Source: an optimization exercise on an open RTL-to-GDS flow (aim: small area, a short achievable clock period and few clock cycles). Production flows keep margins and buffers that such runs may drop.
Where RTL was checked, it was by simulation tests only, not by an equivalence proof against the original.
Function not checked in run 2: the RTL went through the layout flow alone.
Power is estimated from default activity; no workload was simulated.

## flow/flow/run.sh

```bash
#!/bin/bash
set -euo pipefail
bash standard.sh synth > synth.log 2>&1
bash standard.sh SETUP_SLACK_MARGIN=21 \
    "CTS_ARGS=-sink_clustering_enable -repair_clock_nets -dont_use_dummy_load -buf_list {sky130_fd_sc_hd__clkbuf_4 sky130_fd_sc_hd__clkbuf_8}" \
    finish > layout.log 2>&1
```

## flow/standard.sh

```bash
#!/bin/bash
# synth_recipe.tcl (not shown) runs the flow's synth.tcl, then flattens the netlist and writes it again
# the make line also repeats each setting of config.mk as NAME=value (left out here)
make -C /OpenROAD-flow-scripts/flow DESIGN_CONFIG=/design/flow/config.mk WORK_HOME=/design/flow/orfs CLKGATE_MAP_FILE= SYNTH_SCRIPT=/design/flow/synth_recipe.tcl "${@:-finish}"
```

## flow/config.mk

```make
export PLATFORM = sky130hd
export DESIGN_NAME = vm_core
export DESIGN_NICKNAME = vm_core
export VERILOG_FILES = /design/flow/design.v
export SDC_FILE = /design/flow/constraint.sdc
export NUM_CORES = 8
export LEC_CHECK = 0
export CAP_MARGIN = 40
export CORE_MARGIN = 2
export CORE_UTILIZATION = 34
export PLACE_DENSITY = 0.5
export SLEW_MARGIN = 40
```

## flow/constraint.sdc

```tcl
create_clock -name core_clock -period 28.0 [get_ports {clk}]
set_input_delay 5.6000 -clock core_clock [delete_from_list [all_inputs] [get_ports {clk}]]
set_output_delay 5.6000 -clock core_clock [all_outputs]
set_load 0.01 [all_outputs]
```

## flow/design.v

```verilog
module vm_muldiv (
    input  wire [1:0]  op,
    input  wire [63:0] a,
    input  wire [63:0] b,
    output wire [63:0] abs_a,
    output wire [63:0] abs_b,
    output wire        neg
);
    assign abs_a = a[63] ? (64'd0 - a) : a;
    assign abs_b = b[63] ? (64'd0 - b) : b;
    assign neg   = (op == 2'd2) ? a[63] : (a[63] ^ b[63]);
endmodule
module vm_lzc64 (
    input  wire [63:0] v,
    output wire [6:0]  z
);
    wire [63:0] v0 = v;
    wire [31:0] a1;  wire [31:0]  c1;
    wire [15:0] a2;  wire [31:0]  c2;
    wire [7:0]  a3;  wire [23:0]  c3;
    wire [3:0]  a4;  wire [15:0]  c4;
    wire [1:0]  a5;  wire [9:0]   c5;
    wire        a6;  wire [5:0]   c6;
    genvar g;
    generate
        for (g = 0; g < 32; g = g + 1) begin : l1
            assign a1[g] = v0[2*g+1] | v0[2*g];
            assign c1[g] = !v0[2*g+1];
        end
        for (g = 0; g < 16; g = g + 1) begin : l2
            assign a2[g] = a1[2*g+1] | a1[2*g];
            assign c2[2*g+1:2*g] = a1[2*g+1] ? {1'b0, c1[2*g+1]} : {1'b1, c1[2*g]};
        end
        for (g = 0; g < 8; g = g + 1) begin : l3
            assign a3[g] = a2[2*g+1] | a2[2*g];
            assign c3[3*g+2:3*g] = a2[2*g+1] ? {1'b0, c2[4*g+3:4*g+2]} : {1'b1, c2[4*g+1:4*g]};
        end
        for (g = 0; g < 4; g = g + 1) begin : l4
            assign a4[g] = a3[2*g+1] | a3[2*g];
            assign c4[4*g+3:4*g] = a3[2*g+1] ? {1'b0, c3[6*g+5:6*g+3]} : {1'b1, c3[6*g+2:6*g]};
        end
        for (g = 0; g < 2; g = g + 1) begin : l5
            assign a5[g] = a4[2*g+1] | a4[2*g];
            assign c5[5*g+4:5*g] = a4[2*g+1] ? {1'b0, c4[8*g+7:8*g+4]} : {1'b1, c4[8*g+3:8*g]};
        end
    endgenerate
    assign a6 = a5[1] | a5[0];
    assign c6 = a5[1] ? {1'b0, c5[9:5]} : {1'b1, c5[4:0]};
    assign z  = a6 ? {1'b0, c6} : 7'd64;
endmodule
module vm_fpu (
    input  wire        clk,
    input  wire        rst,
    input  wire        start,
    input  wire        hold,       
    input  wire [2:0]  op,
    input  wire [63:0] a,
    input  wire [63:0] b,
    output wire        soon,       
    output wire        done,
    output wire [63:0] result
);
    localparam [63:0] QNAN = 64'h7FF8000000000000;
    localparam [3:0] S_IDLE = 4'd0,
                     M_PREP = 4'd1, M_ITER = 4'd2, M_FIN = 4'd3,
                     F_A2 = 4'd4, F_A3 = 4'd5, F_A4 = 4'd6, F_RND = 4'd7,
                     F_SPEC = 4'd8,
                     D_SUBA = 4'd9, D_SET = 4'd10, D_IT = 4'd11, D_F1 = 4'd12,
                     D_F2 = 4'd13, D_SUBB = 4'd14, F_A4S = 4'd15;
    reg  [3:0]  state;
    reg  [63:0] A, B;           
    reg  [63:0] Q;              
    reg  [57:0] QM;             
    reg  [53:0] D;              
    reg  [13:0] E;              
    reg  [6:0]  cnt;
    reg         is_mul, is_div;
    reg         neg;            
    reg         sg;             
    reg         xge;            
    reg         esub;           
    reg         rovf, rzero;    
    reg         dst;            
    reg  [11:0] dab, dba;       
    reg  [6:0]  lza, lzb;       
    reg         mlast;          
    reg         yb;             
    reg         dlowq;          
    reg  [5:0]  qd;             
    reg  [63:0] res_q;          
    reg         res_v;
    wire is_int = !op[2];
    wire [63:0] abs_a, abs_b;
    wire        neg_s;
    vm_muldiv u_front (.op(op[1:0]), .a(a), .b(b), .abs_a(abs_a), .abs_b(abs_b), .neg(neg_s));
    wire        sx = a[63], sy = b[63];
    wire [10:0] ex = a[62:52], ey = b[62:52];
    wire        x_nan  = (ex == 11'h7FF) && (a[51:0] != 52'd0);
    wire        y_nan  = (ey == 11'h7FF) && (b[51:0] != 52'd0);
    wire        x_inf  = (ex == 11'h7FF) && (a[51:0] == 52'd0);
    wire        y_inf  = (ey == 11'h7FF) && (b[51:0] == 52'd0);
    wire        x_zero = (a[62:0] == 63'd0);
    wire [10:0] ea1 = (ex == 11'd0) ? 11'd1 : ex;
    wire [10:0] eb1 = (ey == 11'd0) ? 11'd1 : ey;
    wire        y_zero = (b[62:0] == 63'd0);
    reg  [63:0] add_spec;
    reg         add_is_spec;
    always @(*) begin
        add_is_spec = 1'b1;
        add_spec    = 64'd0;
        if (x_nan || y_nan || (x_inf && y_inf && (sx != sy))) add_spec = QNAN;
        else if (x_inf)              add_spec = a;
        else if (y_inf)              add_spec = b;
        else if (x_zero && y_zero)   add_spec = {sx & sy, 63'd0};
        else if (x_zero)             add_spec = b;
        else if (y_zero)             add_spec = a;
        else                         add_is_spec = 1'b0;
    end
    wire        d_sign = sx ^ sy;
    reg  [63:0] div_spec;
    reg         div_is_spec;
    always @(*) begin
        div_is_spec = 1'b1;
        div_spec    = 64'd0;
        if (x_nan || y_nan || (x_inf && y_inf)) div_spec = QNAN;
        else if (x_inf)                         div_spec = {d_sign, 11'h7FF, 52'd0};
        else if (y_inf || x_zero)               div_spec = {d_sign, 63'd0};
        else                                    div_is_spec = 1'b0;
    end
    wire [52:0] nm_in = (state == D_SUBB) ? {1'b0, B[51:0]} : {1'b0, A[51:0]};
    wire [63:0] lz1_in = (state == S_IDLE) ? abs_a :
                         (state == F_A4)   ? {A[55:0], 8'hFF} :
                                             {nm_in, 11'h7FF};
    wire [6:0]  lz1, lz2;
    vm_lzc64 u_lz1 (.v(lz1_in), .z(lz1));
    vm_lzc64 u_lz2 (.v(abs_b), .z(lz2));
    wire [6:0]  sdiff = lzb - lza;           
    wire [56:0] nsum   = A[56:0];
    wire        n_full = ({4'd0, lz1} < E[10:0]);
    wire [63:0] shl_in  = (state == M_PREP) ? B :
                          (state == F_A4 || state == F_A4S) ? {8'd0, A[55:0]} :
                                              {11'd0, nm_in};
    wire [5:0]  shl_amt = (state == M_PREP) ? sdiff[5:0] :
                          (state == F_A4S)  ? (E[5:0] - 6'd1) : lz1[5:0];
    wire [63:0] shl_out = shl_in << shl_amt;
    wire [63:0] big = xge ? A : B;
    wire [63:0] sml = xge ? B : A;
    wire [10:0] eb  = (big[62:52] == 11'd0) ? 11'd1 : big[62:52];
    wire [10:0] es  = (sml[62:52] == 11'd0) ? 11'd1 : sml[62:52];
    wire [55:0] mb  = {(big[62:52] != 11'd0), big[51:0], 3'b000};
    wire [55:0] ms  = {(sml[62:52] != 11'd0), sml[51:0], 3'b000};
    wire [11:0] dexp = xge ? dab : dba;
    wire [55:0] dsig  = Q[56] ? {Q[56:2], Q[1] | Q[0] | dst} : {Q[55:1], Q[0] | dst};
    wire [13:0] dexpv = Q[56] ? E : (E - 14'd1);
    wire        dovf  = !dexpv[13] && (dexpv >= 14'd2047);
    wire        dlow  = dexpv[13] || (dexpv == 14'd0);
    wire [13:0] dsh   = 14'd1 - dexpv;
    wire        fa2     = (state == F_A2);
    wire [55:0] shr_in  = fa2 ? ms : dsig;
    wire        shr_big = fa2 ? (dexp > 12'd55) : (dsh > 14'd55);
    wire [5:0]  shr_amt = fa2 ? dexp[5:0] : dsh[5:0];
    wire [55:0] shr_sh  = shr_in >> shr_amt;
    wire        shr_st  = shr_big ? (|shr_in) : (|(shr_in & ~({56{1'b1}} << shr_amt)));
    wire [55:0] shr_out = {(shr_big ? 55'd0 : shr_sh[55:1]), (shr_big ? 1'b0 : shr_sh[0]) | shr_st};
    wire [2:0]  btrip = {Q[1:0], yb};
    wire        bone  = (btrip == 3'b001) || (btrip == 3'b010) ||
                        (btrip == 3'b101) || (btrip == 3'b110);
    wire        btwo  = (btrip == 3'b011) || (btrip == 3'b100);
    wire        bneg  = btrip[2] && (btrip != 3'b111);
    wire [63:0] bmag  = btwo ? {B[62:0], 1'b0} : (bone ? B : 64'd0);
    wire [63:0] bterm = bneg ? ~bmag : bmag;
    wire        mfin  = (state == M_FIN) || (state == M_PREP);
    wire [63:0] vres  = (state == M_PREP) ? (is_div ? 64'd0 : A) : (is_div ? Q : A);
    reg  [63:0] ax, ay;
    reg         ac;
    always @(*) begin
        case (state)
            S_IDLE: begin ax = {1'b0, a[62:0]}; ay = ~{1'b0, b[62:0]}; ac = 1'b1; end
            M_ITER: begin ax = A; ay = is_mul ? bterm : ~B; ac = is_mul ? bneg : 1'b1; end
            F_A3:   begin ax = {8'd0, A[55:0]}; ay = {8'd0, B[55:0]} ^ {64{esub}}; ac = esub; end
            D_F1:   begin ax = {7'd0, A[56:0]}; ay = {7'd0, B[56:0]}; ac = 1'b0; end
            default: begin ax = 64'd0; ay = neg ? ~vres : vres; ac = neg; end
        endcase
    end
    wire [64:0] sum = {1'b0, ax} + {1'b0, ay} + {64'd0, ac};
    function [57+57+2-1:0] srt_step;
        input [56:0] s;
        input [56:0] c;
        input [53:0] d;
        reg   [3:0]  y;
        reg   [56:0] s2, c2, yv;
        reg   [56:0] ns, nc;
        reg          qp, qn;
        begin
            y  = s[55:52] + c[55:52];
            qp = !y[3];                      
            qn = y[3] && (y != 4'b1111);     
            s2 = {s[55:0], 1'b0};
            c2 = {c[55:0], 1'b0};
            yv = qp ? ~{3'b000, d} : (qn ? {3'b000, d} : 57'd0);
            ns = s2 ^ c2 ^ yv;
            nc = (((s2 & c2) | (s2 & yv) | (c2 & yv)) << 1) | {56'd0, qp};
            srt_step = {ns, nc, qp, qn};
        end
    endfunction
    wire [115:0] st1 = srt_step(A[56:0], B[56:0], D);
    wire [115:0] st2 = srt_step(st1[115:59], st1[58:2], D);
    wire [115:0] st3 = srt_step(st2[115:59], st2[58:2], D);
    wire [3:0]  qv = ({4{qd[5]}} & 4'd4) - ({4{qd[4]}} & 4'd4) +
                     ({4{qd[3]}} & 4'd2) - ({4{qd[2]}} & 4'd2) +
                     ({4{qd[1]}} & 4'd1) - ({4{qd[0]}} & 4'd1);
    wire [3:0]  qv1 = qv - 4'd1;
    wire [57:0] q_next  = {(qv[3] ? QM[54:0] : Q[54:0]), qv[2:0]};
    wire [57:0] qm_next = {((qv[3] || qv == 4'd0) ? QM[54:0] : Q[54:0]), qv1[2:0]};
    wire [56:0] W      = sum[56:0];
    wire        wneg   = W[56];
    wire [56:0] Sx     = A[56:0], Cx = B[56:0];
    wire [56:0] Dx     = {3'b000, D};
    wire        wzero  = ((Sx ^ Cx) == {(Sx[55:0] | Cx[55:0]), 1'b0});
    wire [56:0] s3     = Sx ^ Cx ^ Dx;
    wire [56:0] c3     = {((Sx[55:0] & Cx[55:0]) | (Sx[55:0] & Dx[55:0]) | (Cx[55:0] & Dx[55:0])), 1'b0};
    wire        wdzero = ((s3 ^ c3) == {(s3[55:0] | c3[55:0]), 1'b0});
    wire        rdf = (state == D_F2);
    wire [55:0] rs  = rdf ? dsig : A[55:0];
    wire [10:0] ref0 = rdf ? (dexpv[10:0] - 11'd1) : E[10:0];
    wire        rov = rdf ? dovf : rovf;
    wire        rz  = rdf ? 1'b0 : rzero;
    wire        rup = rs[2] & (rs[1] | rs[0] | rs[3]);
    wire [53:0] rm  = {1'b0, rs[55:3]} + {53'd0, rup};
    wire [10:0] rfield = ref0 + {9'd0, rm[53:52]};
    wire [63:0] rres = rz  ? 64'd0 :
                       rov ? {sg, 11'h7FF, 52'd0} : {sg, rfield, rm[51:0]};
    wire m_short = (state == M_PREP) && !is_mul && (lza > lzb);
    wire m_last  = mlast;
    wire m_early = (state == M_ITER) && m_last && !neg;
    wire [63:0] m_early_res = is_mul ? sum[63:0] :
                              is_div ? {Q[62:0], sum[64]} :
                              (sum[64] ? sum[63:0] : A);
    wire        done_c   = (state == M_FIN) || m_short || m_early || (state == F_RND) ||
                           (state == F_SPEC) || ((state == D_F2) && !dlowq);
    assign soon = done_c;
    wire [63:0] result_c = (state == F_SPEC) ? A :
                           (state == M_ITER) ? m_early_res :
                           (state == M_FIN || state == M_PREP) ? sum[63:0] : rres;
    assign done   = res_v;
    assign result = res_q;
    always @(posedge clk) begin
        if (done_c) res_q <= result_c;
        if (rst) begin
            res_v <= 1'b0;
        end else if (done_c) begin
            res_v <= 1'b1;
        end else if (!hold) begin
            res_v <= 1'b0;
        end
        if (rst) begin
            state <= S_IDLE;
        end else begin
            case (state)
                S_IDLE: if (start) begin
                    if (is_int) begin
                        is_mul <= (op[1:0] == 2'd0);
                        is_div <= (op[1:0] == 2'd1);
                        neg    <= neg_s;
                        A      <= abs_a;
                        B      <= abs_b;
                        lza    <= lz1;
                        lzb    <= lz2;
                        state  <= M_PREP;
                    end else if (!op[0]) begin
                        if (add_is_spec) begin
                            A <= add_spec;
                            state <= F_SPEC;
                        end else begin
                            A   <= a;
                            B   <= b;
                            xge <= sum[64];
                            dab <= {1'b0, ea1} - {1'b0, eb1};
                            dba <= {1'b0, eb1} - {1'b0, ea1};
                            state <= F_A2;
                        end
                    end else if (div_is_spec) begin
                        A <= div_spec;
                        state <= F_SPEC;
                    end else if (ex == 11'd0 || ey == 11'd0) begin
                        A <= a;
                        B <= b;
                        E <= 14'd0;
                        state <= (ex == 11'd0) ? D_SUBA : D_SUBB;
                    end else begin
                        A  <= {11'd0, 1'b1, a[51:0]};    
                        B  <= 64'd0;
                        D  <= {1'b1, b[51:0], 1'b0};
                        Q  <= 64'd0;
                        QM <= {58{1'b1}};
                        qd <= 6'd0;
                        E  <= {3'd0, ex} - {3'd0, ey} + 14'd1023;
                        sg <= d_sign;
                        cnt <= 7'd18;
                        state <= D_IT;
                    end
                end
                M_PREP: begin
                    if (is_mul) begin
                        if (lza >= lzb) begin
                            Q <= A;
                        end else begin
                            Q <= B;
                            B <= A;
                        end
                        A <= 64'd0;
                        mlast <= ((lza >= lzb) ? lza : lzb) >= 7'd63;
                        yb    <= 1'b0;
                        state <= ((lza == 7'd64) || (lzb == 7'd64)) ? M_FIN : M_ITER;
                    end else if (lza > lzb) begin
                        state <= S_IDLE;
                    end else begin
                        Q   <= 64'd0;
                        B   <= shl_out;
                        cnt <= sdiff;
                        mlast <= (lza == lzb);
                        state <= M_ITER;
                    end
                end
                M_ITER: begin
                    if (is_mul) begin
                        A <= sum[63:0];
                        B <= {B[61:0], 2'b00};
                        Q <= {2'b00, Q[63:2]};
                        yb <= Q[1];
                        mlast <= (Q[63:3] == 61'd0);
                        if (m_last) state <= neg ? M_FIN : S_IDLE;
                    end else begin
                        if (sum[64]) A <= sum[63:0];
                        Q <= {Q[62:0], sum[64]};
                        B <= {1'b0, B[63:1]};
                        cnt <= cnt - 7'd1;
                        mlast <= (cnt == 7'd1);
                        if (m_last) state <= neg ? M_FIN : S_IDLE;
                    end
                end
                F_A2: begin
                    A[55:0] <= mb;
                    B[55:0] <= shr_out;
                    E    <= {3'd0, eb};
                    sg   <= big[63];
                    esub <= A[63] ^ B[63];
                    state <= F_A3;
                end
                F_A3: begin
                    A[56:0] <= sum[56:0];
                    state <= F_A4;
                end
                F_A4: begin
                    if (nsum[56] || n_full) begin
                        A[55:0] <= nsum[56] ? {nsum[56:2], nsum[1] | nsum[0]} : shl_out[55:0];
                        E[10:0] <= nsum[56] ? E[10:0] : (E[10:0] - {4'd0, lz1} - 11'd1);
                    end
                    rovf    <= nsum[56] && (E[10:0] == 11'd2046);
                    rzero   <= (nsum == 57'd0);
                    state   <= (nsum[56] || n_full) ? F_RND : F_A4S;
                end
                F_A4S: begin
                    A[55:0] <= shl_out[55:0];
                    E[10:0] <= 11'd0;
                    state   <= F_RND;
                end
                D_SUBA: begin
                    A[62:52] <= 11'd1;
                    A[51:0]  <= shl_out[51:0];
                    E <= E - {7'd0, lz1};
                    state <= (B[62:52] == 11'd0) ? D_SUBB : D_SET;
                end
                D_SUBB: begin
                    B[62:52] <= 11'd1;
                    B[51:0]  <= shl_out[51:0];
                    E <= E + {7'd0, lz1};
                    state <= D_SET;
                end
                D_SET: begin
                    A  <= {11'd0, 1'b1, A[51:0]};
                    B  <= 64'd0;
                    D  <= {1'b1, B[51:0], 1'b0};
                    Q  <= 64'd0;
                    QM <= {58{1'b1}};
                    qd <= 6'd0;
                    E  <= E + {3'd0, A[62:52]} - {3'd0, B[62:52]} + 14'd1023;
                    sg <= A[63] ^ B[63];
                    cnt <= 7'd18;
                    state <= D_IT;
                end
                D_IT: begin
                    cnt <= cnt - 7'd1;
                    if (cnt == 7'd0) state <= D_F1;
                end
                D_F1: begin
                    Q[57:0] <= wneg ? qm_next : q_next;
                    dlowq   <= (wneg ? qm_next[56] : q_next[56]) ? (E[13] || E == 14'd0)
                                                               : (E[13] || E == 14'd0 || E == 14'd1);
                    dst     <= wneg ? !wdzero : !wzero;
                    state   <= D_F2;
                end
                D_F2: begin
                    A[55:0] <= shr_out;
                    E[10:0] <= 11'd0;
                    rovf    <= 1'b0;
                    rzero   <= 1'b0;
                    state   <= dlowq ? F_RND : S_IDLE;
                end
                default: state <= S_IDLE;    
            endcase
            if (state == D_IT) begin
                A[56:0] <= st3[115:59];
                B[56:0] <= st3[58:2];
                Q[57:0] <= q_next;
                QM      <= qm_next;
                qd      <= {st1[1:0], st2[1:0], st3[1:0]};
            end
        end
    end
endmodule
module vm_core (
    input  wire        clk,
    input  wire        rst,
    input  wire [15:0] code_len,
    input  wire [16:0] pool_len,
    output wire [15:0] imem_addr,
    input  wire [63:0] imem_data,
    output wire [15:0] cp_index,
    input  wire [1:0]  cp_kind,
    input  wire [63:0] cp_value,
    input  wire [15:0] cp_window,
    input  wire [15:0] cp_nret,
    output reg         emit_valid,
    output reg         emit_ret,
    output reg  [1:0]  emit_tag,
    output reg  [63:0] emit_data,
    output reg         halted,
    output reg  [2:0]  res_kind,
    output reg  [15:0] res_ip,
    output reg  [2:0]  res_depth
);
    localparam RF_SIZE = 16;
    localparam [1:0] T_INV = 2'd0, T_INT = 2'd1, T_FLT = 2'd2;
    localparam [1:0] K_JMP = 2'd2;
    localparam [2:0] R_NORMAL = 3'd0, F_LOAD = 3'd1, F_INDEX = 3'd2,
                     F_TYPE = 3'd3, F_ARITH = 3'd4, F_STACK = 3'd5,
                     F_DECODE = 3'd6;
    localparam [2:0] P_CHECK = 3'd0, P_RUN = 3'd1,
                     P_COPY = 3'd4, P_RETOUT = 3'd5, P_HALT = 3'd6;
    function legal_op;
        input [7:0] o;
        begin
            case (o)
                8'h00, 8'h01, 8'h02,
                8'h10, 8'h11, 8'h12, 8'h13, 8'h14, 8'h15,
                8'h20, 8'h21, 8'h30, 8'h31,
                8'h40, 8'h41, 8'h42, 8'h44, 8'h45, 8'h46,
                8'h48, 8'h49, 8'h4A, 8'h4C, 8'h4D, 8'h4E,
                8'h50, 8'h51: legal_op = 1'b1;
                default:      legal_op = 1'b0;
            endcase
        end
    endfunction
    function [15:0] onehot4;
        input [3:0] s;
        begin
            onehot4 = 16'd1 << s;
        end
    endfunction
    reg [2:0]  phase;
    reg [15:0] cl;                  
    reg [16:0] pl;                  
    reg [1:0]  rf_tag  [0:RF_SIZE-1];
    reg [63:0] rf_data [0:RF_SIZE-1];
    reg [1:0]  dep;                 
    reg [4:0]  fbase, fsize, fnret, fretdst;
    reg [15:0] fcbase;
    reg [15:0] s_ip     [0:2];
    reg [4:0]  s_base   [1:2];
    reg [4:0]  s_size   [1:2];
    reg [4:0]  s_nret   [1:2];
    reg [4:0]  s_retdst [1:2];
    reg [15:0] s_cbase  [1:2];
    reg [15:0] pc;                  
    reg [4:0]  fbase_f;             
    reg        ir_v;
    reg [63:0] ir;
    reg [15:0] ip_f;                
    reg [15:0] cpi;                 
    reg        ir_last;             
    reg        ir_end;              
    reg [15:0] selP, selQ, selW;    
    reg        x_v;
    reg [7:0]  x_op;
    reg [15:0] x_ip;
    reg        x_end;
    reg [63:0] xr_a, xr_b;          
    reg [1:0]  xr_ta, xr_tb;        
    reg        x_bypA, x_bypB;      
    reg [15:0] x_selW;
    reg        x_rbad;              
    reg        x_cbad;              
    reg        x_taken;             
    reg        x_jconst;            
    reg [15:0] x_jt;                
    reg [16:0] x_jlo;               
    reg        x_jhi;               
    reg [15:0] x_ca, x_cb;          
    reg        x_khi0;              
    reg [4:0]  x_kwin, x_knret;     
    wire [63:0] au_result;
    reg         au_flt;
    wire [63:0] x_a  = x_bypA ? au_result : xr_a;
    wire [63:0] x_b  = x_bypB ? au_result : xr_b;
    wire [1:0]  x_ta = x_bypA ? (au_flt ? 2'd2 : 2'd1) : xr_ta;
    wire [1:0]  x_tb = x_bypB ? (au_flt ? 2'd2 : 2'd1) : xr_tb;
    reg        au_busy;
    reg [15:0] au_dst;
    reg [15:0] csrc, cdst;          
    reg [4:0]  cleft;
    wire [63:0] fw   = imem_data;
    wire [7:0]  fop  = fw[7:0];
    wire        f_jmp  = (fop[7:4] == 4'h4) && (fop[1:0] != 2'b11);
    wire        f_usea = (fop == 8'h01) || (f_jmp && fop[1:0] != 2'b00);
    wire [3:0]  f_sa = fbase_f[3:0] + fw[11:8];
    wire [3:0]  f_sb = fbase_f[3:0] + fw[27:24];
    wire [3:0]  f_sc = fbase_f[3:0] + fw[43:40];
    wire [15:0] f_cidx = (fop == 8'h50) ? fw[55:40] :
                         (f_jmp && fop[1:0] == 2'b00) ? fw[23:8] : fw[47:32];
    wire [15:0] pc_inc = pc + 16'd1;
    assign imem_addr = pc;
    assign cp_index  = cpi;
    wire [7:0]  op  = ir[7:0];
    wire [55:0] arg = ir[63:8];
    wire [23:0] ba  = ir[31:8];
    wire [31:0] bb  = ir[63:32];
    wire [15:0] ca  = ir[23:8];
    wire [15:0] cb  = ir[39:24];
    wire [15:0] cc  = ir[55:40];
    wire is_jump = (op[7:4] == 4'h4) && (op[1:0] != 2'b11);
    wire j_rel   = op[3];
    wire j_const = op[2];
    wire j_cond  = (op[1:0] != 2'b00);
    wire cidx_hi  = (op == 8'h50) ? 1'b0 :
                    (is_jump && !j_cond) ? (arg[55:16] != 40'd0) :
                                           (bb[31:16] != 16'd0);
    wire [15:0] cidx_lo = (op == 8'h50) ? cc :
                          (is_jump && !j_cond) ? arg[15:0] : bb[15:0];
    wire cidx_bad = cidx_hi || ({1'b0, cidx_lo} >= pl);
    reg chk_cidx;
    always @(*) begin
        case (op)
            8'h02, 8'h45, 8'h46, 8'h4D, 8'h4E: chk_cidx = 1'b1;
            8'h44, 8'h4C, 8'h50:               chk_cidx = 1'b1;
            default:                           chk_cidx = 1'b0;
        endcase
    end
    wire bad_a   = (ca[15:5] != 11'd0) || (ca[4:0] >= fsize);
    wire bad_b   = (cb[15:5] != 11'd0) || (cb[4:0] >= fsize);
    wire bad_c   = (cc[15:5] != 11'd0) || (cc[4:0] >= fsize);
    wire bad_ba  = (ba[23:5] != 19'd0) || (ba[4:0] >= fsize);
    wire bad_arg = (arg[55:5] != 51'd0) || (arg[4:0] >= fsize);
    reg  rbad;
    always @(*) begin
        case (op)
            8'h01:                              rbad = bad_arg;
            8'h02, 8'h41, 8'h42, 8'h45, 8'h46,
            8'h49, 8'h4A, 8'h4D, 8'h4E:         rbad = bad_ba;
            8'h15:                              rbad = bad_a | bad_b;
            8'h10, 8'h11, 8'h12, 8'h13, 8'h14,
            8'h20, 8'h21, 8'h30, 8'h31:         rbad = bad_a | bad_b | bad_c;
            default:                            rbad = 1'b0;
        endcase
    end
    reg  [16:0] j_lo;
    reg         j_hi_ok;
    always @(*) begin
        if (!j_cond) begin
            if (j_rel) begin
                j_lo    = arg[16:0];
                j_hi_ok = (arg[55:16] == 40'd0) || (arg[55:16] == {40{1'b1}});
            end else begin
                j_lo    = {1'b0, arg[15:0]};
                j_hi_ok = (arg[55:16] == 40'd0);
            end
        end else begin
            if (j_rel) begin
                j_lo    = bb[16:0];
                j_hi_ok = (bb[31:16] == 16'd0) || (bb[31:16] == 16'hFFFF);
            end else begin
                j_lo    = {1'b0, bb[15:0]};
                j_hi_ok = (bb[31:16] == 16'd0);
            end
        end
    end
    wire [15:0] j_base   = j_rel ? pc : fcbase;            
    wire [17:0] j_target = {2'b00, j_base} + {j_lo[16], j_lo};
    wire        copying = (phase == P_COPY) || (phase == P_RETOUT);
    wire        x_cr    = (phase == P_RUN) && x_v && !x_end && (x_op == 8'h50 || x_op == 8'h51);
    wire        x_copy0 = x_cr && (x_ca != 16'd0);
    wire [15:0] csrc_x  = onehot4(fbase[3:0] + x_cb[3:0]);
    wire [15:0] rselP = copying ? csrc : (x_copy0 ? csrc_x : selP);
    reg  [63:0] vP, vQ;
    reg  [1:0]  tP, tQ;
    integer k;
    always @(*) begin
        vP = 64'd0; vQ = 64'd0; tP = 2'd0; tQ = 2'd0;
        for (k = 0; k < RF_SIZE; k = k + 1) begin
            vP = vP | (rf_data[k] & {64{rselP[k]}});
            tP = tP | (rf_tag[k]  & {2{rselP[k]}});
            vQ = vQ | (rf_data[k] & {64{selQ[k]}});
            tQ = tQ | (rf_tag[k]  & {2{selQ[k]}});
        end
    end
    reg        w_en;
    reg [15:0] w_oh;
    reg [1:0]  w_tag;
    reg [63:0] w_data;
    wire       fwdP = w_en && ((w_oh & selP) != 16'd0);
    wire       fwdQ = w_en && ((w_oh & selQ) != 16'd0);
    wire [63:0] rP  = fwdP ? w_data : vP;
    wire [1:0]  rtP = fwdP ? w_tag  : tP;
    wire [63:0] rQ  = fwdQ ? w_data : vQ;
    wire [1:0]  rtQ = fwdQ ? w_tag  : tQ;
    wire        r_guard = (vP != 64'd0);
    wire        r_taken = !j_cond || (op[0] ? r_guard : !r_guard);
    wire        r_usesP = (op == 8'h01) || (is_jump && j_cond) ||
                          (op[7:4] == 4'h1) || (op[7:4] == 4'h2) || (op[7:4] == 4'h3);
    wire        r_usesQ = (op[7:4] == 4'h1 && op != 8'h15) || (op[7:4] == 4'h2) || (op[7:4] == 4'h3);
    wire        r_writes = (op == 8'h02) || (op[7:4] == 4'h1) || (op[7:4] == 4'h2) || (op[7:4] == 4'h3);
    wire        r_serial = (op == 8'h12 || op == 8'h13 || op == 8'h14 || op == 8'h20 ||
                            op == 8'h21 || op == 8'h50 || op == 8'h51);
    wire        au_pend = au_go || (au_busy && !au_wr);
    wire [15:0] au_pdst = au_go ? x_selW : au_dst;
    wire        r_rawP  = r_usesP && ((selP & au_pdst) != 16'd0);
    wire        r_rawQ  = r_usesQ && ((selQ & au_pdst) != 16'd0);
    wire        r_waw   = r_writes && ((selW & au_pdst) != 16'd0);
    wire        r_early = au_busy && au_soon && !au_go && !r_waw &&
                          !(r_serial && (r_rawP || r_rawQ)) &&
                          !(op == 8'h50 || op == 8'h51) && !(is_jump && j_cond);
    wire        r_auhaz = au_pend && (r_serial || r_rawP || r_rawQ || r_waw) && !r_early;
    wire        r_haz   = (is_jump && j_cond && fwdP) || r_auhaz;
    wire xo_add = (x_op == 8'h10);
    wire xo_neg = (x_op == 8'h15);
    wire xo_flt = (x_op == 8'h31);
    wire [63:0] alu_x = xo_neg ? 64'd0 : (xo_flt ? {1'b0, x_a[62:0]} : x_a);
    wire [63:0] alu_y = xo_add ? x_b : (xo_neg ? ~x_a : (xo_flt ? ~{1'b0, x_b[62:0]} : ~x_b));
    wire [63:0] alu_s = alu_x + alu_y + {63'd0, !xo_add};
    wire        lt_res = (x_a[63] != x_b[63]) ? x_a[63] : alu_s[63];
    wire fb_nan = (x_a[62:52] == 11'h7FF) && (x_a[51:0] != 52'd0);
    wire fc_nan = (x_b[62:52] == 11'h7FF) && (x_b[51:0] != 52'd0);
    wire f_bothzero = (x_a[62:0] == 63'd0) && (x_b[62:0] == 63'd0);
    wire f_eqmag = (x_a[62:0] == x_b[62:0]);
    reg  flt_res;
    always @(*) begin
        if (fb_nan || fc_nan || f_bothzero)
            flt_res = 1'b0;
        else if (x_a[63] != x_b[63])
            flt_res = x_a[63];
        else if (!x_a[63])
            flt_res = alu_s[63];                   
        else
            flt_res = !alu_s[63] && !f_eqmag;      
    end
    wire [17:0] xj_t  = x_jconst ? ({2'b00, x_jt} + {x_jlo[16], x_jlo}) : {2'b00, x_jt};
    wire        xj_ok = x_jhi && (xj_t[17:16] == 2'b00) && (xj_t[15:0] < cl);
    wire [16:0] run_end  = {1'b0, x_cb} + {1'b0, x_ca};
    wire        run_bad  = (x_ca != 16'd0) && (run_end > {12'd0, fsize});
    wire [4:0]  call_nb  = fbase + fsize;
    wire [5:0]  call_top = {1'b0, call_nb} + {1'b0, x_kwin};
    wire [4:0]  c_base   = (dep == 2'd1) ? 5'd0 : s_base[dep == 2'd3 ? 2 : 1];
    wire [4:0]  c_size   = (dep == 2'd1) ? 5'd8 : s_size[dep == 2'd3 ? 2 : 1];
    wire [16:0] rdst_end = {12'd0, fretdst} + {1'b0, x_ca};
    wire [4:0]  sat_cb   = (x_cb > 16'd17) ? 5'd17 : x_cb[4:0];
    wire [15:0] cdst_x   = (x_op == 8'h50) ? onehot4(call_nb[3:0]) :
                                             onehot4(c_base[3:0] + fretdst[3:0]);
    wire [15:0] x_ipn    = x_ip + 16'd1;
    wire        xrun  = (phase == P_RUN) && x_v && !x_end;
    wire        xo_au = (x_op == 8'h12 || x_op == 8'h13 || x_op == 8'h14 ||
                         x_op == 8'h20 || x_op == 8'h21);
    wire        au_go = xrun && xo_au;
    wire [2:0]  au_op = (x_op == 8'h12) ? 3'd0 : (x_op == 8'h13) ? 3'd1 :
                        (x_op == 8'h14) ? 3'd2 : {2'b10, x_op[0]};
    wire        x_wr  = xrun && (x_op == 8'h02 || x_op == 8'h10 || x_op == 8'h11 ||
                                 x_op == 8'h15 || x_op == 8'h30 || x_op == 8'h31);
    wire        au_done, au_soon;
    wire        au_wr = au_busy && au_done && !x_wr;
    vm_fpu u_au (
        .clk(clk), .rst(rst), .start(au_go), .hold(x_wr), .op(au_op),
        .a(xr_a), .b(xr_b), .soon(au_soon), .done(au_done), .result(au_result)
    );
    reg [2:0] x_fault;
    always @(*) begin
        x_fault = 3'd0;
        if (!legal_op(x_op)) begin
            x_fault = F_DECODE;
        end else begin
            case (x_op)
                8'h00: ;
                8'h01: begin
                    if (x_rbad) x_fault = F_INDEX;
                    else if (x_ta != T_INT && x_ta != T_FLT) x_fault = F_TYPE;
                end
                8'h02: begin
                    if (x_rbad) x_fault = F_INDEX;
                    else if (x_cbad) x_fault = F_INDEX;
                    else if (x_tb[1]) x_fault = F_TYPE;
                end
                8'h10, 8'h11, 8'h12, 8'h13, 8'h14, 8'h30: begin
                    if (x_rbad) x_fault = F_INDEX;
                    else if (x_ta != T_INT || x_tb != T_INT) x_fault = F_TYPE;
                    else if ((x_op == 8'h13 || x_op == 8'h14) && x_b == 64'd0) x_fault = F_ARITH;
                end
                8'h15: begin
                    if (x_rbad) x_fault = F_INDEX;
                    else if (x_ta != T_INT) x_fault = F_TYPE;
                end
                8'h20, 8'h21, 8'h31: begin
                    if (x_rbad) x_fault = F_INDEX;
                    else if (x_ta != T_FLT || x_tb != T_FLT) x_fault = F_TYPE;
                    else if (x_op == 8'h21 && x_b[62:0] == 63'd0) x_fault = F_ARITH;
                end
                8'h50: begin
                    if (run_bad) x_fault = F_INDEX;
                    else if (x_cbad) x_fault = F_INDEX;
                    else if (x_tb != K_JMP) x_fault = F_TYPE;
                    else if (!x_khi0 || x_jt >= cl) x_fault = F_INDEX;
                    else if (x_ca > {11'd0, x_kwin}) x_fault = F_INDEX;
                    else if (dep == 2'd3) x_fault = F_STACK;
                    else if (call_top > 6'd16) x_fault = F_STACK;
                end
                8'h51: begin
                    if (run_bad) x_fault = F_INDEX;
                    else if (dep != 2'd0) begin
                        if ({11'd0, fnret} != x_ca) x_fault = F_INDEX;
                        else if (x_ca != 16'd0 && rdst_end > {12'd0, c_size}) x_fault = F_INDEX;
                    end
                end
                default: begin  
                    if (x_op[1:0] != 2'b00 && x_rbad) x_fault = F_INDEX;
                    else if (x_op[2] && x_cbad) x_fault = F_INDEX;
                    else if (x_op[1:0] != 2'b00 && x_ta != T_INT) x_fault = F_TYPE;
                    else if (x_op[2] && x_tb != K_JMP) x_fault = F_TYPE;
                    else if (x_taken && !xj_ok) x_fault = F_INDEX;
                end
            endcase
        end
    end
    wire x_single = !(x_op == 8'h50 || x_op == 8'h51);
    wire x_free = (phase == P_RUN) && (!x_v || x_single);
    wire r_go = (phase == P_RUN) &&
                ir_v && x_free && !r_haz;
    wire r_jump  = r_go && is_jump && r_taken;
    wire f_load  = (phase == P_CHECK) || (!ir_v || r_go);
    always @(*) begin
        w_en   = 1'b0;
        w_oh   = x_selW;
        w_tag  = T_INT;
        w_data = alu_s;
        case (phase)
            P_RUN: begin
                w_en = x_wr || au_wr || (x_copy0 && (x_op == 8'h50 || dep != 2'd0));
                if (au_wr) begin
                    w_oh = au_dst; w_tag = au_flt ? T_FLT : T_INT; w_data = au_result;
                end else case (x_op)
                    8'h50, 8'h51: begin w_oh = cdst_x; w_tag = tP; w_data = vP; end
                    8'h02: begin w_tag = x_tb[0] ? T_FLT : T_INT; w_data = x_b; end
                    8'h30: w_data = {63'd0, lt_res};
                    8'h31: w_data = {63'd0, flt_res};
                    default: ;
                endcase
            end
            P_COPY: begin
                w_en = 1'b1; w_oh = cdst; w_tag = tP; w_data = vP;
            end
            default: ;
        endcase
    end
    wire        call_ok = xrun && (x_op == 8'h50) && (x_fault == 3'd0);
    reg [RF_SIZE-1:0] clr;
    always @(*) begin
        for (k = 0; k < RF_SIZE; k = k + 1)
            clr[k] = call_ok &&
                     ({1'b0, k[4:0]} >= {1'b0, call_nb}) &&
                     ({1'b0, k[4:0]} < call_top);
    end
    always @(posedge clk) begin
        for (k = 0; k < RF_SIZE; k = k + 1) begin
            if (rst)
                rf_tag[k] <= T_INV;
            else if (w_en && w_oh[k])
                rf_tag[k] <= w_tag;
            else if (clr[k])
                rf_tag[k] <= T_INV;
            if (w_en && w_oh[k])
                rf_data[k] <= w_data;
        end
    end
    task halt_with;
        input [2:0]  kind;
        input [15:0] at;
        input [2:0]  d;
        begin
            phase     <= P_HALT;
            halted    <= 1'b1;
            res_kind  <= kind;
            res_ip    <= at;
            res_depth <= d;
        end
    endtask
    always @(posedge clk) begin
        cl <= code_len;
        pl <= pool_len;
        emit_valid <= 1'b0;
        emit_ret   <= 1'b0;
        emit_tag   <= (copying || x_copy0) ? tP : x_ta;
        emit_data  <= (copying || x_copy0) ? vP : x_a;
        if (rst) begin
            phase   <= P_CHECK;
            pc      <= 16'd0;
            ir_v    <= 1'b0;
            x_v     <= 1'b0;
            au_busy <= 1'b0;
            halted  <= 1'b0;
            res_kind  <= R_NORMAL;
            res_ip    <= 16'd0;
            res_depth <= 3'd0;
            dep     <= 2'd0;
            fbase   <= 5'd0;
            fbase_f <= 5'd0;
            fsize   <= 5'd8;
            fcbase  <= 16'd0;
        end else begin
            if (au_go) au_busy <= 1'b1;
            else if (au_wr) au_busy <= 1'b0;
            if (phase != P_HALT && f_load) begin
                ir      <= imem_data;
                ir_v    <= 1'b1;
                ip_f    <= pc;
                cpi     <= f_cidx;
                ir_last <= (pc_inc == cl);
                ir_end  <= (pc >= cl);
                selP    <= onehot4(f_usea ? f_sa : f_sb);
                selQ    <= onehot4(f_sc);
                selW    <= onehot4(f_sa);
                pc      <= (phase == P_CHECK && pc_inc == cl) ? 16'd0 : pc_inc;
            end
            x_ip    <= ip_f;
            x_end   <= ir_end;
            xr_a    <= rP;
            xr_ta   <= rtP;
            xr_b    <= (op == 8'h02) ? cp_value : rQ;
            xr_tb   <= (op == 8'h02 || op == 8'h50 || (is_jump && j_const)) ? cp_kind : rtQ;
            x_bypA  <= r_early && r_rawP;
            x_bypB  <= r_early && r_rawQ;
            x_rbad  <= rbad;
            x_cbad  <= cidx_bad;
            x_taken <= is_jump && r_taken;
            x_jconst <= j_const;
            x_jt    <= (op == 8'h50) ? cp_value[15:0] :
                       j_const ? j_base : j_target[15:0];
            x_jlo   <= cp_value[16:0];
            x_jhi   <= j_const ? ((cp_value[63:16] == 48'd0) || (cp_value[63:16] == {48{1'b1}}))
                               : (j_hi_ok && (j_target[17:16] == 2'b00));
            x_ca    <= ca;
            x_cb    <= cb;
            x_khi0  <= (cp_value[63:16] == 48'd0);
            x_kwin  <= (cp_window > 16'd17) ? 5'd17 : cp_window[4:0];
            x_knret <= (cp_nret > 16'd17) ? 5'd17 : cp_nret[4:0];
            if (r_go) begin
                x_v     <= 1'b1;
                x_op    <= op;
                x_selW  <= selW;
                if (r_jump) begin
                    ir_v <= 1'b0;
                    if (!j_const) pc <= j_target[15:0];
                end
                if (op == 8'h50) begin
                    ir_v    <= 1'b0;
                    pc      <= cp_value[15:0];
                    fbase_f <= fbase + fsize;
                end
                if (op == 8'h51 && dep != 2'd0) begin
                    ir_v    <= 1'b0;
                    pc      <= s_ip[dep - 2'd1];
                    fbase_f <= (dep == 2'd1) ? 5'd0 : s_base[dep - 2'd1];
                end
            end else if (x_free) begin
                x_v <= 1'b0;
            end
            case (phase)
                P_CHECK: begin
                    if (cl == 16'd0) begin
                        halt_with(F_LOAD, 16'd0, 3'd0);
                    end else if (ir_v) begin
                        if (!legal_op(op) || (chk_cidx && cidx_bad))
                            halt_with(F_LOAD, ip_f, 3'd0);
                        else if (ir_last)
                            phase <= P_RUN;
                    end
                end
                P_RUN: if (x_v) begin
                    if (x_end) begin
                        halt_with(R_NORMAL, x_ip, {1'b0, dep} + 3'd1);
                    end else if (x_fault != 3'd0) begin
                        halt_with(x_fault, x_ip, {1'b0, dep} + 3'd1);
                    end else begin
                        case (x_op)
                            8'h01: begin
                                emit_valid <= 1'b1;
                            end
                            8'h12, 8'h13, 8'h14, 8'h20, 8'h21: begin
                                au_dst <= x_selW;
                                au_flt <= x_op[5];
                            end
                            8'h50: begin
                                s_ip[dep] <= x_ipn;
                                if (dep != 2'd0) begin
                                    s_base[dep]   <= fbase;
                                    s_size[dep]   <= fsize;
                                    s_cbase[dep]  <= fcbase;
                                    s_nret[dep]   <= fnret;
                                    s_retdst[dep] <= fretdst;
                                end
                                dep     <= dep + 2'd1;
                                fbase   <= call_nb;
                                fsize   <= x_kwin;
                                fcbase  <= x_jt;
                                fnret   <= x_knret;
                                fretdst <= sat_cb;
                                x_v     <= 1'b0;
                                csrc    <= {csrc_x[14:0], csrc_x[15]};
                                cdst    <= {cdst_x[14:0], cdst_x[15]};
                                cleft   <= x_ca[4:0] - 5'd1;
                                if (x_ca > 16'd1) phase <= P_COPY;
                            end
                            8'h51: begin
                                csrc  <= {csrc_x[14:0], csrc_x[15]};
                                cleft <= x_ca[4:0] - 5'd1;
                                x_v   <= 1'b0;
                                if (dep == 2'd0) begin
                                    if (x_ca != 16'd0) begin
                                        emit_valid <= 1'b1;
                                        emit_ret   <= 1'b1;
                                    end
                                    if (x_ca <= 16'd1)
                                        halt_with(R_NORMAL, x_ip, 3'd1);
                                    else
                                        phase <= P_RETOUT;
                                end else begin
                                    cdst  <= {cdst_x[14:0], cdst_x[15]};
                                    dep   <= dep - 2'd1;
                                    if (dep == 2'd1) begin
                                        fbase  <= 5'd0;
                                        fsize  <= 5'd8;
                                        fcbase <= 16'd0;
                                    end else begin
                                        fbase   <= s_base[dep - 2'd1];
                                        fsize   <= s_size[dep - 2'd1];
                                        fcbase  <= s_cbase[dep - 2'd1];
                                        fnret   <= s_nret[dep - 2'd1];
                                        fretdst <= s_retdst[dep - 2'd1];
                                    end
                                    if (x_ca > 16'd1) phase <= P_COPY;
                                end
                            end
                            default: begin
                                if (x_taken && x_jconst) begin
                                    pc   <= xj_t[15:0];
                                    ir_v <= 1'b0;
                                end
                            end
                        endcase
                    end
                end
                P_COPY: begin
                    csrc  <= {csrc[14:0], csrc[15]};
                    cdst  <= {cdst[14:0], cdst[15]};
                    cleft <= cleft - 5'd1;
                    if (cleft == 5'd1) phase <= P_RUN;
                end
                P_RETOUT: begin
                    emit_valid <= 1'b1;
                    emit_ret   <= 1'b1;
                    csrc  <= {csrc[14:0], csrc[15]};
                    cleft <= cleft - 5'd1;
                    if (cleft == 5'd1)
                        halt_with(R_NORMAL, x_ip, 3'd1);
                end
                default: ;  
            endcase
        end
    end
endmodule
```

==> metrics.md, run 1 <==
| Metric | Value |
|---|---|
| Run status | no timing/DRC/antenna violations |
| Clk root buf | clkbuf_8 |
| Pwr dens | ~88 nW/um2 |
| CTS Hold Bufs | 0 |
| Seq/Total Area, Yosys | 0.385 |
| Synth top area share | 0.360 |
| Largest net degree at the start of global routing | roughly 100 |
| Yosys cell types | 124 |
| Synth top area cells | edfxtp_1, mux2i_1, a21oi_1 |
| # nets final | a little over 20k |
| Mux cell area share after synthesis | 0.0640 |
| Global-route wire length before repair | roughly 1,600,000 um |
| WHS | about 300 ps |
| P_leak | 74.5 nW |
| Capturing point of the worst reg2reg path | u_au.res_q[60] |
| HPWL after DPL | 899,000 um |
| Asr flop ratio synth | 0 |
| Max-cap violations | 0 |
| Clock slew at reported path FFs | 60 ps |
| R2R setup slack | between 20,000 and 25,000 ps |
| Adder-Cell Fraction of Synth Area | 0.0687 |
| Vias in the first global route | roughly 170k |
| Width of the die | 713 um |
| WP buf/inv | 1 |
| WP data arrival | 1750 ps |
| # DRC | 0 |
| Max-slew violations | 0 |
| Post-Synth XOR/XNOR Area | 0.0372 |
| Sink Count | between 2k and 2.5k |
| Setup Skew | 295 ps |
| Wire per inst | 48.5 um |
| Netlist Area Pre-Place | 171,000 um2 |
| Final Wtd Congestion | between 1 and 1.5 |
| Fraction of layout cells with a size suffix above 1 | 0.181 |
| Crit-path cells | buf_6 |
| WHS Endpoint | x_selW[3] |
| Ports | 320 |
| Compound-Gate Fraction of Synth Area | 0.254 |
| Via/cell ratio | 7.12 |
| Final wirelength | 1,270,000 um |
| DRT iter0 DRCs | 31.3k |
| Pin slew with the least headroom to its limit | ~1200 ps |
| CP Launch Type | flop |
| Seq cells post-synth | 2,266 |
| Minimum clock period | 7350 ps |
| Initial Util | 0.341 |
| CTS HTree Levels | 5 |
| Area leader, netlist | edfxtp_1 |
| Area Growth Syn to Fin | 18.9% |
| Slowest CP cell | edfxtp_1 |
| Yosys warning count | 4 |
| Simple-gate share of the synthesized area | 0.137 |
| Syn_nets | about 20k |
| Buffers on Ports | 319 |
| Critical path's top delay family | flip-flops |
| Gr usage total | 0.474 |
| Die area | 509,000 um2 |
| Row Count | 260 |
| DR pass1 iterations | 12 |
| Rel. slew slack | 0.203 |
| Largest stage delay on the critical path | 420 ps |
| Die Ht | ~700 um |
| Worst-Skew Late Latency | around 1300 ps |
| Critical Path RT | 22,400 ps |
| Antenna-violating nets left | 0 |
| Final TNS setup | 0 ps |
| CP Class | flop to output pin |
| Mapped Avg Cell Area | 9.17 um2 |
| CP endpoint kind | output pin |
| Final setup viols | 0 |
| Fin crit share | 0.263 |
| R2R depth | 23 |
| Synth Instances | ~19k |
| Largest family of logic cells by synthesized area | compound AO/OA/AOI/OAI gates |
| Critical path fanouts, max | 1 |
| Unrepaired setup endpoints after global routing | yes |
| Hold Crit Start | selW[3] |
| Hold path cells | 0 |
| Clock buffer depth | 4 |
| Hold crit path type | flop to flop |
| Fmax | 0.136 GHz |
| GRT overflow | 0 |
| Final hold violation count | 0 |
| Peak supply drop | roughly 0.1 mV |
| RR Startpoint | u_au.Q[5] |
| Synth Flop Type | edfxtp_1 |
| Num CTS Buffers | 424 |
| TritonCTS clock tree | built |
| CORE AREA | 501,000 um2 |
| Initial antenna violation count | 192 |
| EDFF count, synth | between 2k and 2.5k |
| Via count | 186k |
cells by family after synthesis:
family          after synthesis
compound gates             6357
simple gates               5063
buf+inv                    2440
flops                      2266
mux                        1026
fa+ha+maj                   790
xor+xnor                    725
where the power goes:
group	leakage (nW)	internal (mW)	switching [mW]
Combinational	51.3	2.95	7.46
Clock	3.05	1.32	1.49
Sequential	20.2	4.58	0.179
state kept, by name, summed over array words and instances, names as in the netlist, 17 cells and up, named ones only:
| signal | flops |
|---|---|
| ir | 64 |
| x_jlo | 17 |
| u_au.D | 52 |
| xr_b | 64 |
| u_au.QM | 55 |
| emit_data | 64 |
| rf_data | 1024 |
| s_ip | 48 |
| rf_tag | 32 |
| s_cbase | 32 |
| xr_a | 64 |
| u_au.res_q | 64 |
| pl | 17 |
| u_au.Q | 64 |
| u_au.A | 64 |
| u_au.B | 64 |
synthesized netlist by cell type, types with 163 or more instances:
library cell / instances
clkbuf_1: 1381
o211ai_1: 206
nor4_1: 208
o21ai_0: 1263
o22ai_1: 224
a22o_1: 385
a22oi_1: 531
nand3_1: 329
and3_1: 171
buf_1: 211
nand2_1: 1575
a221oi_1: 514
dfxtp_1: 217
o221ai_1: 234
xor2_1: 270
inv_1: 799
xnor2_1: 453
fa_1: 250
mux2_2: 163
a21o_1: 208
mux2i_1: 824
nand4_1: 282
edfxtp_1: 2049
ha_1: 539
nor3_1: 319
nor2_1: 1559
a211oi_1: 186
a21oi_1: 1411
per-layer routing:
metal,global-route usage,vias up,routed length (um)
met5,0.00255,-,829
met4,0.416,86,142000
met3,0.173,4937,160000
met2,0.689,15900,522000
met1,0.548,92500,441000
li1,-,72200,-
timing repair:
item / in CTS / in global routing
hold endpoints to repair: 0 / 0
cloned: 38 / 15
gates resized for setup: 1329 / 551
pin swaps: 102 / 208
endpoints found under the setup margin: 1640 / 926
buffers inserted: 194 / 183
worst max path at each step:
stage,startpoint,to,depth (start not counted)
final,cpi[0],cp_index[0],1
after global routing,cpi[0],cp_index[0],1
after CTS,cpi[0],cp_index[0],1
after detailed placement,u_au.state[2],u_au.A[16],29
after global placement,u_au.state[2],u_au.A[16],29
after floorplan,rst,cpi[0],3
placed cells by master (no fill, tap or decap), types with 217 or more instances in the layout:
cell type  netlist  routed
buf_4            4    1121
nand2_1       1575    1475
a21oi_1       1411    1315
o221ai_1       234     221
edfxtp_1      2049    2049
a22oi_1        531     523
nand3_1        329     308
a22o_1         385     382
xnor2_1        453     416
a221oi_1       514     486
nand4_1        282     282
nor3_1         319     283
xor2_1         270     246
mux2i_1        824     762
ha_1           539     519
inv_1          799     759
clkbuf_8         0     424
o22ai_1        224     217
nor2_1        1559    1470
o21ai_0       1263    1080
area by class of cell:
class | count | area, um2
fill | 50100 | 298000
inverter | 808 | 3120
multi-input combinational | 14000 | 103000
tap | 6681 | 8360
timing repair buffer | 1748 | 17100
sequential | 2266 | 66000
antenna | 167 | 418
clock buffer | 424 | 5840
stage by stage:
| stage | setup slack, ps | instance area (um2) | utilization | std cells | total power [mW] |
|---|---|---|---|---|---|
| after floorplan | 19530 | 172000 | - | 18700 | 9.11 |
| after global placement | 17990 | 186000 | 0.371 | 25000 | 13.7 |
| after detailed placement | 17950 | 187000 | 0.374 | 25000 | 13.8 |
| after CTS | 20490 | 199000 | 0.396 | 25700 | 17.0 |
| after global routing | 20600 | 203000 | 0.405 | 26000 | 18.0 |
| final | 20650 | 204000 | 0.406 | 26100 | 18.0 |
Testbench counts, summed over its fixed seeds: cycles 96,154.
==> run 2: changes to the inputs <==
--- a/flow/design.v
+++ b/flow/design.v
@@ -71,6 +71,7 @@
     reg  [63:0] A, B;           
     reg  [63:0] Q;              
     reg  [57:0] QM;             
+    reg  [56:0] S, C;           
     reg  [53:0] D;              
     reg  [13:0] E;              
     reg  [6:0]  cnt;
@@ -178,7 +179,7 @@
             S_IDLE: begin ax = {1'b0, a[62:0]}; ay = ~{1'b0, b[62:0]}; ac = 1'b1; end
             M_ITER: begin ax = A; ay = is_mul ? bterm : ~B; ac = is_mul ? bneg : 1'b1; end
             F_A3:   begin ax = {8'd0, A[55:0]}; ay = {8'd0, B[55:0]} ^ {64{esub}}; ac = esub; end
-            D_F1:   begin ax = {7'd0, A[56:0]}; ay = {7'd0, B[56:0]}; ac = 1'b0; end
+            D_F1:   begin ax = {7'd0, S}; ay = {7'd0, C}; ac = 1'b0; end
             default: begin ax = 64'd0; ay = neg ? ~vres : vres; ac = neg; end
         endcase
     end
@@ -203,7 +204,7 @@
             srt_step = {ns, nc, qp, qn};
         end
     endfunction
-    wire [115:0] st1 = srt_step(A[56:0], B[56:0], D);
+    wire [115:0] st1 = srt_step(S, C, D);
     wire [115:0] st2 = srt_step(st1[115:59], st1[58:2], D);
     wire [115:0] st3 = srt_step(st2[115:59], st2[58:2], D);
     wire [3:0]  qv = ({4{qd[5]}} & 4'd4) - ({4{qd[4]}} & 4'd4) +
@@ -214,7 +215,7 @@
     wire [57:0] qm_next = {((qv[3] || qv == 4'd0) ? QM[54:0] : Q[54:0]), qv1[2:0]};
     wire [56:0] W      = sum[56:0];
     wire        wneg   = W[56];
-    wire [56:0] Sx     = A[56:0], Cx = B[56:0];
+    wire [56:0] Sx     = S, Cx = C;
     wire [56:0] Dx     = {3'b000, D};
     wire        wzero  = ((Sx ^ Cx) == {(Sx[55:0] | Cx[55:0]), 1'b0});
     wire [56:0] s3     = Sx ^ Cx ^ Dx;
@@ -288,8 +289,8 @@
                         E <= 14'd0;
                         state <= (ex == 11'd0) ? D_SUBA : D_SUBB;
                     end else begin
-                        A  <= {11'd0, 1'b1, a[51:0]};    
-                        B  <= 64'd0;
+                        S  <= {4'd0, 1'b1, a[51:0]};    
+                        C  <= 57'd0;
                         D  <= {1'b1, b[51:0], 1'b0};
                         Q  <= 64'd0;
                         QM <= {58{1'b1}};
@@ -378,8 +379,8 @@
                     state <= D_SET;
                 end
                 D_SET: begin
-                    A  <= {11'd0, 1'b1, A[51:0]};
-                    B  <= 64'd0;
+                    S  <= {4'd0, 1'b1, A[51:0]};
+                    C  <= 57'd0;
                     D  <= {1'b1, B[51:0], 1'b0};
                     Q  <= 64'd0;
                     QM <= {58{1'b1}};
@@ -410,8 +411,8 @@
                 default: state <= S_IDLE;    
             endcase
             if (state == D_IT) begin
-                A[56:0] <= st3[115:59];
-                B[56:0] <= st3[58:2];
+                S <= st3[115:59];
+                C <= st3[58:2];
                 Q[57:0] <= q_next;
                 QM      <= qm_next;
                 qd      <= {st1[1:0], st2[1:0], st3[1:0]};
@@ -545,9 +546,7 @@
     wire cidx_hi  = (op == 8'h50) ? 1'b0 :
                     (is_jump && !j_cond) ? (arg[55:16] != 40'd0) :
                                            (bb[31:16] != 16'd0);
-    wire [15:0] cidx_lo = (op == 8'h50) ? cc :
-                          (is_jump && !j_cond) ? arg[15:0] : bb[15:0];
-    wire cidx_bad = cidx_hi || ({1'b0, cidx_lo} >= pl);
+    wire cidx_bad = cidx_hi || ({1'b0, cpi} >= pl);
     reg chk_cidx;
     always @(*) begin
         case (op)
==> flow/flow/run.sh (replaced) <==
#!/bin/bash
set -euo pipefail
bash standard.sh synth > synth.log 2>&1
bash standard.sh SETUP_SLACK_MARGIN=21 \
    "CTS_ARGS=-sink_clustering_enable -repair_clock_nets -dont_use_dummy_load" \
    finish > layout.log 2>&1
==> run 2 against run 1 <==
  * Sequential cell count rose by 111
  * Clock skew fell by 110 ps
  * Final area rose by 2.7%
  * Power fell by 3.2%
  * Non-clock buffer count rose by 2
  * Critical endpoint is now cp_index[2]
  * Largest cell class unchanged
==> metrics.md, run 2 <==
| Metric | Value |
|---|---|
| Run status | no timing/DRC/antenna violations |
| Pre-CTS setup slack | 17,300 ps (-650 ps) |
| Buffers on Ports | 319 (unchanged) |
| CP endpoint kind | output pin |
| Critical path fanouts, max | 2 (+1) |
| Capturing point of the worst reg2reg path | u_au.A[30] |
| # nets final | 20.5k (+1.6%) |
| Synth Flop Type | edfxtp_1 |
| Synth top area cells | edfxtp_1, a21oi_1, mux2i_1 |
| Fin crit share | 0.260 (-0.00270) |
| Global-route wire length before repair | 1,580,000 um (-3.6%) |
| Width of the die | 721 um (+1.1%) |
| CP endpoint | cp_index[2] |
| Top reg by flops | rf_data |
| Yosys cell types | 110 (-11%) |
| GRT overflow | 0 (unchanged) |
| Pin slew with the least headroom to its limit | 1140 ps (-49.1 ps) |
| Final setup viols | 0 (unchanged) |
| CP Launch Type | flop |
| Rel. slew slack | 0.242 (+0.0384) |
| CTS Hold Bufs | 0 (unchanged) |
| WP data arrival | 1680 ps (-70 ps) |
| Gr usage total | 0.445 (-0.0294) |
| EDFF count, synth | 2,160 (+5.4%) |
| Most frequent cells in the layout | edfxtp_1, nand2_1, a21oi_1, nor2_1, o21ai_0 |
| Crit path depth | 1 (unchanged) |
| Num CTS Buffers | 300 (-29%) |
| Seq cells post-synth | 2,377 (+4.9%) |
| CP Class | flop to output pin |
| Unrepaired setup endpoints after global routing | yes |
| Ports | 320 (unchanged) |
| Final Wtd Congestion | 1.11 (+2.8%) |
| Pwr dens | 83.2 nW/um2 (-5.8%) |
| Largest net degree at the start of global routing | 100 (-2.0%) |
| Slowest CP cell | edfxtp_1 |
| Vias in the first global route | 166k (-1.4%) |
| Syn_nets | 20.1k (+2.4%) |
| Fraction of layout cells with a size suffix above 1 | 0.166 (-0.0150) |
| Wire per inst | 46.1 um (-5.1%) |
| Clock buffer depth | 4 (unchanged) |
| R2R setup slack | 20,740 ps (-50 ps) |
| Crit-path cells | buf_2 |
| Via/cell ratio | 7.05 (-0.92%) |
| CORE AREA | 513,000 um2 (+2.3%) |
| Worst setup startpoint | cpi[2] |
| DR pass1 iterations | 17 (+5) |
| R2R depth | 23 (unchanged) |
| Peak supply drop | 0.109 mV (+11%) |
| Die area | 520,000 um2 (+2.2%) |
| DRT iter0 DRCs | 33.8k (+7.8%) |
| GR Util met1 | 0.544 (-0.00463) |
| Final wirelength | 1,220,000 um (-3.7%) |
| GR peak layer | met2 |
| Setup Skew | 185 ps (-109 ps) |
| Worst setup margin | 20,720 ps (+75.7 ps) |
| P_leak | 76.0 nW (+2.0%) |
| Clock slew at reported path FFs | 60 ps (about the same) |
| Filler cells | 50.8k (+1.5%) |
| # DRC | 0 (unchanged) |
| Critical Path RT | 22,400 ps (about the same) |
| Row Count | 263 (+1.2%) |
| Clk root buf | clkbuf_16 |
| Yosys warning count | 4 (unchanged) |
| Met2 Usage GRT | 0.620 (-0.0683) |
| Synth top area share | 0.371 (+0.0114) |
| RR Startpoint | u_au.state[3] |
| Die Ht | 721 um (+1.1%) |
| Hold crit path type | flop to flop |
| Final hold violation count | 0 (unchanged) |
| Sink Count | 2,377 (+4.9%) |
| Via count | 187k (+0.56%) |
| Commonest cells post-synth | edfxtp_1, nand2_1, a21oi_1 |
| Fmax | 0.137 GHz (+1.0%) |
| Critical path's top delay family | flip-flops |
| Largest stage delay on the critical path | 480 ps (+60 ps) |
| CTS HTree Levels | 5 (unchanged) |
| Mapped Avg Cell Area | 9.14 um2 (-0.32%) |
| TritonCTS clock tree | built |
| Final TNS setup | 0 ps (unchanged) |
| Area leader, netlist | edfxtp_1 |
| Most common cell after layout, fill and taps aside | edfxtp_1 |
| Max-slew violations | 0 (unchanged) |
| Max-cap violations | 0 (unchanged) |
| WP buf/inv | 1 (unchanged) |
| Worst-Skew Late Latency | 1060 ps (-240 ps) |
| HPWL after DPL | 862,000 um (-4.2%) |
| Antenna-violating nets left | 0 (unchanged) |
| Netlist Area Pre-Place | 175,000 um2 (+2.2%) |
| WHS | 414 ps (+113 ps) |
| Minimum clock period | 7280 ps (-75.7 ps) |
| Area Growth Syn to Fin | 19.6% |
| Asr flop ratio synth | 0 (unchanged) |
| Met3 track demand over resource | 0.174 (+0.000584) |
| Initial Util | 0.341 (-0.000342) |
| Most frequently used cell type in the post-synthesis netlist | edfxtp_1 |
| Max reg flops | 1,024 (unchanged) |
| Seq/Total Area, Yosys | 0.396 (+0.0109) |
| Synth Instances | 19.1k (+2.5%) |
| Initial antenna violation count | 159 (-17%) |
run 2: cell type report:
type	count	area, um2	share of cell area
antenna	155	388	0.00186
clock buffer	300	7510	0.0359
inverter	912	3550	0.0170
multi-input combinational	14200	102000	0.489
sequential	2377	69400	0.332
tap	6757	8450	0.0404
timing repair buffer	1750	17500	0.0838
run 2: worst min path at each step:
stage	from	end	slack [ps]	cells past startpoint
after floorplan	ir_end	x_end	400	0
after global placement	ip_f[9]	x_ip[9]	430	0
after detailed placement	ip_f[7]	x_ip[7]	430	0
after CTS	selW[5]	x_selW[5]	400	0
after global routing	selW[5]	x_selW[5]	410	0
final	selW[5]	x_selW[5]	410	0
run 2: what timing repair did:
item	in CTS	in global routing
gates resized for setup	1344	574
gates cloned	49	19
setup endpoints to repair	1874	1111
buffers inserted	251	153
pin swaps	107	211
run 2: kinds of logic after synthesis:
kind of cell               synth area share
DFF                                   0.396
AOI/OAI and AO/OA                     0.241
buffers and inverters                0.0557
xor gates and xnor gates             0.0408
and+or+nand+nor                       0.142
adders and majority gates            0.0674
muxes                                0.0573
run 2: through the flow:
| step | util | cell area, um2 | std cells | total power [mW] |
|---|---|---|---|---|
| 3_3_place_gp | 0.368 | 189000 | 25500 | 12.1 |
| 5_1_grt | 0.407 | 209000 | 26300 | 17.5 |
| 6_report | 0.408 | 209000 | 26500 | 17.4 |
| 3_5_place_dp | 0.371 | 190000 | 25500 | 12.1 |
| 2_1_floorplan | - | 175000 | 19100 | 8.51 |
| 4_1_cts | 0.398 | 204000 | 26100 | 16.1 |
run 2: where the power goes:
part	internal, mW	switching, mW
Sequential	4.59	0.170
Combinational	2.87	6.34
Clock	1.87	1.55
Total	9.33	8.05
run 2: worst register-to-register path, cell delays in order, from the launching register on:
cell and delay (ps):
dfxtp_4 410, buf_12 190, nand4bb_4 430, buf_6 540
nor2_1 160, o31ai_1 800, nand4_1 280, o211a_1 210
a211oi_1 450, o311ai_2 160, a21oi_1 200, o21ai_1 120
buf_4 220, o221ai_4 340, buf_12 290, mux4_2 490
mux2i_1 290, and2_1 220, a221oi_4 50, buf_12 160
mux2_2 360, a221oi_2 310, buf_6 220, a21oi_4 80
run 2: layer usage:
metal,share of wire,wire (um)
met1,0.37,446000
met2,0.40,487000
met3,0.14,165000
met4,0.098,120000
met5,0.0011,1400

## afterwards: timing with drivers on the ports
No port has a modelled driver above. Below, the same layouts with a new extraction and two added sets of constraints. Step 1 sets driving cells, clkbuf_16 on the clock port and buf_2 on the other inputs (assumed; they add their load-dependent delay and slew). Step 2 also shifts input and output timing later by t, the mid clock arrival at the registers, as if the neighbouring blocks saw the same clock. Three values: ideal ports, drivers, drivers and shift; two values: the first two.
run	t (ns)	setup WS [ns]	worst register clock-pin slew, ns
run 1	1.277	20.648 / 20.524 / 19.682	0.08 / 0.08
run 2	1.087	20.723 / 20.600 / 20.011	0.07 / 0.07
After both steps every run listed still meets setup and hold. For run 1, which loses most, drivers alone change the setup slack by -0.124 ns; drivers and shift together by -0.966 ns.
